Source: an optimization exercise on an open RTL-to-GDS flow (aim: small area, a short achievable clock period and few clock cycles per item). Production flows keep margins and buffers that such runs may drop. Where RTL was checked, it was by simulation tests only, not by an equivalence proof against the original. No functional check of the RTL was part of run 2. Power figures rest on the tool's default switching activity, not on a simulated workload.

## flow/design.v (module list and top-level ports; edited modules follow where they fit)
// module ghash_acc: 234 lines
module ghash_acc (
    input  wire         clk,
    input  wire         rst,         
    input  wire         in_valid,
    output wire         in_ready,
    input  wire [1:0]   in_op,
    input  wire [127:0] in_data,
    output wire [127:0] y,
    output wire         y_valid
);
  // ...
==> flow/run.sh <==
#!/bin/bash
# synth_recipe.tcl (not shown) runs the flow's synth.tcl, then flattens the netlist and writes it again
# the make line also repeats each setting of config.mk as NAME=value (left out here)
make -C /OpenROAD-flow-scripts/flow DESIGN_CONFIG=/design/flow/config.mk WORK_HOME=/design/flow/orfs CLKGATE_MAP_FILE= SYNTH_SCRIPT=/design/flow/synth_recipe.tcl finish
==> flow/config.mk <==
export PLATFORM = sky130hd
export DESIGN_NAME = ghash_acc
export DESIGN_NICKNAME = ghash_acc
export VERILOG_FILES = /design/flow/design.v
export SDC_FILE = /design/flow/constraint.sdc
export NUM_CORES = 4
export LEC_CHECK = 0
export CAP_MARGIN = 20
export CORE_MARGIN = 2
export CORE_UTILIZATION = 40
export PLACE_DENSITY = 0.6
export SLEW_MARGIN = 20
==> flow/constraint.sdc <==
create_clock -name core_clock -period 5.0 [get_ports {clk}]
set_input_delay 1.0000 -clock core_clock [delete_from_list [all_inputs] [get_ports {clk}]]
set_output_delay 1.0000 -clock core_clock [all_outputs]
set_load 0.01 [all_outputs]
==> metrics.md, run 1 <==
| Metric | Value |
|---|---|
| Worst path bufs/invs | `1` |
| HPWL Detailed | `114000 um` |
| Routed len/inst | `23.8 um` |
| Crit path launch | `h_q[4]$_DFFE_PP_` |
| Setup TNS | `0 ps` |
| Post-synth top cells | `nand2_1, xnor2_1, edfxtp_1, clkbuf_1, xor2_1` |
| Tot GR Track Use | `0.293` |
| Ant diodes | `0` |
| Final worst-path cycle share | `0.679` |
| Met2 routed WL | `approximately 80000 um` |
| GR Layer Usage met2 | `0.458` |
| CTS tree | `done` |
| Hold_ws | `roughly 450 ps` |
| Crit. End Element | `flop` |
| Initial Utilization | `0.404` |
| Worst Hold Endpoint | `cnt_q[0]$_SDFF_PP0_` |
| Metal3 WL | `between 15000 and 20000 um` |
| ClkCell Share | `0.0311` |
| Port Buffer Count | `roughly 260` |
| Startpoint Class | `flop` |
| Run status | `finished clean` |
| Top cell category | `multi-input gates` |
| Clock insertion delay at the later pin of the skew report | `approximately 630 ps` |
| Sequential power | `about 4.4 mW` |
| Share of the synthesized area in the top cell type | `0.354` |
| Max Fclk | `slightly below 300 MHz` |
| Slew headroom | `0.254` |
| Setup repair bufs after CTS | `0` |
| Clock root buffer | `clkbuf_16` |
Testbench counts, summed over its fixed seeds: cycles 23,356, items 2,506.
==> run 2: changes to the inputs <==
==> flow/design.v (replaced) <==
module ghash_acc (
    input  wire         clk,
    input  wire         rst,         
    input  wire         in_valid,
    output wire         in_ready,
    input  wire [1:0]   in_op,
    input  wire [127:0] in_data,
    output wire [127:0] y,
    output wire         y_valid
);
    localparam [1:0] OP_ABSORB = 2'd0;
    localparam [127:0] R_POLY = {8'hE1, 120'd0};
    reg [127:0] h_q;      
    reg [127:0] y_q;      
    reg [127:0] x_q;      
    reg [127:0] w_q;      
    reg [6:0]   cnt_q;    
    reg         busy_q;
    wire accept = in_valid && in_ready;
    assign in_ready = !busy_q;
    assign y_valid  = !busy_q;
    assign y        = y_q;
    wire [127:0] w_next = w_q[0] ? ((w_q >> 1) ^ R_POLY) : (w_q >> 1);
    always @(posedge clk) begin
        if (rst) begin
            h_q    <= 128'd0;
            y_q    <= 128'd0;
            x_q    <= 128'd0;
            w_q    <= 128'd0;
            cnt_q  <= 7'd0;
            busy_q <= 1'b0;
        end else if (busy_q) begin
            if (x_q[127])
                y_q <= y_q ^ w_q;
            x_q   <= x_q << 1;
            w_q   <= w_next;
            cnt_q <= cnt_q + 7'd1;
            if (cnt_q == 7'd127)
                busy_q <= 1'b0;
        end else if (accept) begin
            if (in_op == OP_ABSORB) begin
                x_q    <= y_q ^ in_data;
                w_q    <= h_q;
                y_q    <= 128'd0;
                cnt_q  <= 7'd0;
                busy_q <= 1'b1;
            end else begin
                if (in_op[1])
                    h_q <= in_data;
                if (in_op[0])
                    y_q <= 128'd0;
            end
        end
    end
endmodule
==> run 2 against run 1 <==
Hold slack hardly changed. Utilization is 4.5 points higher. First-iteration DRC count is 68% lower. Count of clock-buffer cells in the layout is 33 higher. Sequential share of layout area is 15 points higher. Sequential power is 4% higher. Clock power is 15% higher. Fmax is 3.0% higher. Design area is 46% lower. Routed wire length is 59% lower.
==> metrics.md, run 2 <==
| Metric | Value |
|---|---|
| Run status | `finished clean` |
| YS warnings | `1` |
| Syn Nets | `around 2900` |
| Via count | `approximately 21000` |
| Slew headroom | `0.166 (-0.0878)` |
| Die Area | `0.0590 mm2` |
| Clock insertion delay at the later pin of the skew report | `610 ps (-20 ps)` |
| # Max-Cap Violations | `0` |
| Placed cell areas | `around 0.026 mm2` |
| Commonest non-fill, non-tap cells in the layout | `dfxtp_1, clkdlybuf4s50_1, a21oi_1` |
| Die Ht | `243 um` |
| CP endpoint | `in_ready` |
| Synthesis-stage register bit count | `520` |
| DR iter-0 viols | `around 1700` |
| Post-CTS Hold Buffers | `0` |
| GR Layer Usage met2 | `0.381 (-0.0770)` |
| Mean Syn Cell Area | `between 8 and 9 um2` |
| IO Pins | `between 200 and 300` |
| CP Max Fanout | `74` |
| Setup TNS | `0 ps (unchanged)` |
| Die W | `243 um` |
| Synth Area in Simple Gates | `0.190` |
| Vias in the first global route | `roughly 20000` |
| Synth-to-Final Area Change | `21.0%` |
| Final RePlAce weighted congestion | `approximately 0.8` |
| Final instance area | `approximately 0.028 mm2` |
| Util after Layout | `0.490` |
| Critical path arrival | `2300 ps` |
| Hold Crit Class | `reg -> reg` |
| Worst path bufs/invs | `2 (+1)` |
| Drt total wl | `just over 70000 um` |
| CTS H-tree depth | `2` |
| Post-synth top cells | `dfxtp_1, a21oi_1, nand2_1, nor3_1, inv_1` |
| Yosys top cell by area | `dfxtp_1` |
| Startpoint Class | `flop` |
| Largest net degree at the start of global routing | `roughly 240` |
| Synth Area in Compound Gates | `0.213` |
| R2R Path End | `y_q[63]$_SDFFE_PP0P_` |
| Met3 Usage GRT | `0.0375` |
| Grt ovf | `0` |
| Commonest non-fill, non-tap cell in the layout | `dfxtp_1` |
| Cell variety after synth | `35` |
| Dominant cell by count in the synthesized netlist | `dfxtp_1` |
| Final setup fails | `0` |
| Port Buffer Count | `262 (unchanged)` |
| Routed Antenna Nets | `0` |
| Share of the synthesized area in the top cell type | `0.456 (+0.101)` |
| Largest family of logic cells by synthesized area | `compound AO/OA/AOI/OAI gates` |
| Predominant post-synthesis flop cell | `dfxtp_1` |
| Pre-CTS WS | `approximately 1500 ps` |
| Grt peak-use layer | `met2` |
| HPWL Detailed | `41200 um (-64%)` |
| Initial antenna violation count | `1` |
| DR pass1 iterations | `7` |
| Max Fclk | `303 MHz (+3.0%)` |
| Final worst-path cycle share | `0.659 (-0.0197)` |
| Clock skew | `13.5 ps` |
| Largest cells by area after synthesis | `dfxtp_1, a21oi_1, nor3_1` |
| RSZ-0062 raised after global routing | `no` |
| Drt drc | `0` |
| Worst-Margin Slew | `1250 ps` |
| Final Hold Fails | `0` |
| Reg2reg setup slack | `2040 ps` |
| Cell family with most CP delay | `flip-flops` |
| R2R Path Start | `busy_q$_SDFF_PP0_` |
| Fin. max-slew vios | `0` |
| FF-to-FF path depth | `4` |
| Fin crit period | `3300 ps` |
| Mux contribution to synthesized area | `0` |
| Via density | `around 5.8` |
| Clock sinks | `520` |
| Tot GR Track Use | `0.235 (-0.0572)` |
| Setup WS post-layout | `about 1700 ps` |
| Required time worst endpoint | `4000 ps` |
| Reg clk slew, reported paths | `~60 ps` |
| Asr flop ratio synth | `0` |
| CP Class | `reg -> out` |
| Clock root buffer | `clkbuf_16` |
| Post-CTS sizing | `0` |
| CTS tree | `done` |
| CTS Buf Count | `56` |
| Share of cells above drive strength 1 | `0.0556` |
| Crit path launch | `busy_q$_SDFF_PP0_` |
| Worst path slowest cell | `dfxtp_4` |
| Peak VDD IR | `0.000247 V` |
| Post-synthesis adder-cell area fraction | `0.000548` |
| CP Depth | `2` |
| Crit. End Element | `output port` |
| Post-synth EDFFs | `0` |
| Post-Syn Area | `between 0.02 and 0.025 mm2` |
| Nets | `between 2000 and 3000` |
| PD cells | `355 mW/mm2` |
| Worst-path cell chain | `inv_4 > clkdlybuf4s50_1` |
| Xor/xnor share of the synthesized area | `0.0502` |
| Setup repair bufs after CTS | `0 (unchanged)` |
| Synthesized instance count | `around 2700` |
| Sequential-to-total area share from yosys stat | `0.456` |
| Initial Utilization | `0.405 (+0.000809)` |
| First-pass GRT wire length | `roughly 110000 um` |
| Cell leakage power | `~9.7 nW` |
| # rows | `between 80 and 90` |
| Maximum clock insertion buffer count | `3` |
| Core Area | `0.0564 mm2` |
| Critical path's largest stage delay | `approximately 900 ps` |
| GRT met1 Usage | `0.320` |
| Routed len/inst | `19.9 um (-16%)` |
-- run 2: cell count changes after synthesis, sizes merged, moves of 236 or more --
| cell | change |
|---|---|
| nand2 | -2080 |
| xnor2 | -1877 |
| dfxtp | +514 |
| edfxtp | -384 |
| nor3 | +251 |
| inv | +236 |
-- run 2: cells by family after synthesis --
family | count (synthesis)
buffers and inverters | 516
and+or+nand+nor | 924
AOI/OAI and AO/OA | 651
xor gates and xnor gates | 131
adders and majority gates | 1
DFF | 520
-- run 2: layout make-up --
cell class	count	area (um2)
Antenna cell	1	2.50
Clock buffer	92	1790
Clock inverter	9	98.8
Fill cell	5388	28700
Inverter	256	963
Multi-Input combinational cell	1707	10400
Sequential cell	520	10400
Tap cell	756	946
Timing Repair Buffer	292	3020
-- run 2: through the flow --
step	hold slack, ps	instances	total power [mW]
final	454	3633	9.82
after global routing	469	3633	10.2
after CTS	457	3632	9.88
after detailed placement	448	3531	5.65
after global placement	442	3530	5.62
after floorplan	437	2743	5.25
-- run 2: worst reg2reg max path, cell delays in order, from the launching register on --
cell      delay [ps]
dfxtp_4          900
nand2b_4        1020
buf_4            580
o211ai_1         210
o311ai_0         140
-- run 2: routing by layer --
| metal | vias to the layer above | share of wire |
|---|---|---|
| met3 | 111 | 0.065 |
| met5 | - | 0 |
| met4 | 0 | 0.028 |
| met2 | 757 | 0.46 |
| li1 | 9991 | - |
| met1 | 10120 | 0.44 |
-- run 2: worst min path at each step --
| stage | slack, ps | from | endpoint | cells after the start |
|---|---|---|---|---|
| floorplan | 440 | h_q[0]$_SDFFE_PP0P_ | h_q[0]$_SDFFE_PP0P_ | 2 |
| global placement | 440 | h_q[99]$_SDFFE_PP0P_ | h_q[99]$_SDFFE_PP0P_ | 2 |
| detailed placement | 450 | h_q[45]$_SDFFE_PP0P_ | h_q[45]$_SDFFE_PP0P_ | 2 |
| CTS | 460 | h_q[63]$_SDFFE_PP0P_ | h_q[63]$_SDFFE_PP0P_ | 2 |
| global route | 470 | h_q[45]$_SDFFE_PP0P_ | h_q[45]$_SDFFE_PP0P_ | 2 |
| finish | 450 | h_q[63]$_SDFFE_PP0P_ | h_q[63]$_SDFFE_PP0P_ | 2 |
-- run 2: power breakdown --
group | leakage (nW) | internal, mW | total, mW | switching, mW
clock | 0.938 | 2.52 | 4.24 | 1.72
sequential | 4.25 | 4.38 | 4.56 | 0.182
combinational | 4.54 | 0.408 | 1.02 | 0.607
total | 9.73 | 7.31 | 9.82 | 2.50

[re-timing with driven ports]
In the flow no input, the clock included, has a driving cell. The finished layouts below were timed again as built, in two steps.
Step 1 sets driving cells, clkbuf_16 on the clock port and buf_2 on the other inputs (assumed; they add their load-dependent delay and slew).
Step 2 adds t to the input delays and takes it off the output delays; t is the mean of the earliest and latest rising clock arrival at the registers after step 1. Input paths then give back, and output paths get back, about the clock's delay inside the block.
a / b / c = ideal ports / drivers / drivers and shift; a / b = the first two.
run	t (ns)	setup WS [ns]	worst hold slack (ns)	latest minus earliest clock arrival (ns)	cell pins on the clock port's net
run 1	0.692	1.605 / 1.605 / 1.605	0.454 / 0.454 / 0.454	0.033 / 0.034	1
run 2	0.658	1.703 / 1.647 / 1.402	0.454 / 0.454 / 0.454	0.016 / 0.016	1
After both steps every run listed still meets setup and hold. For run 2, which loses most, drivers alone change the setup slack by -0.056 ns; drivers and shift together by -0.301 ns.
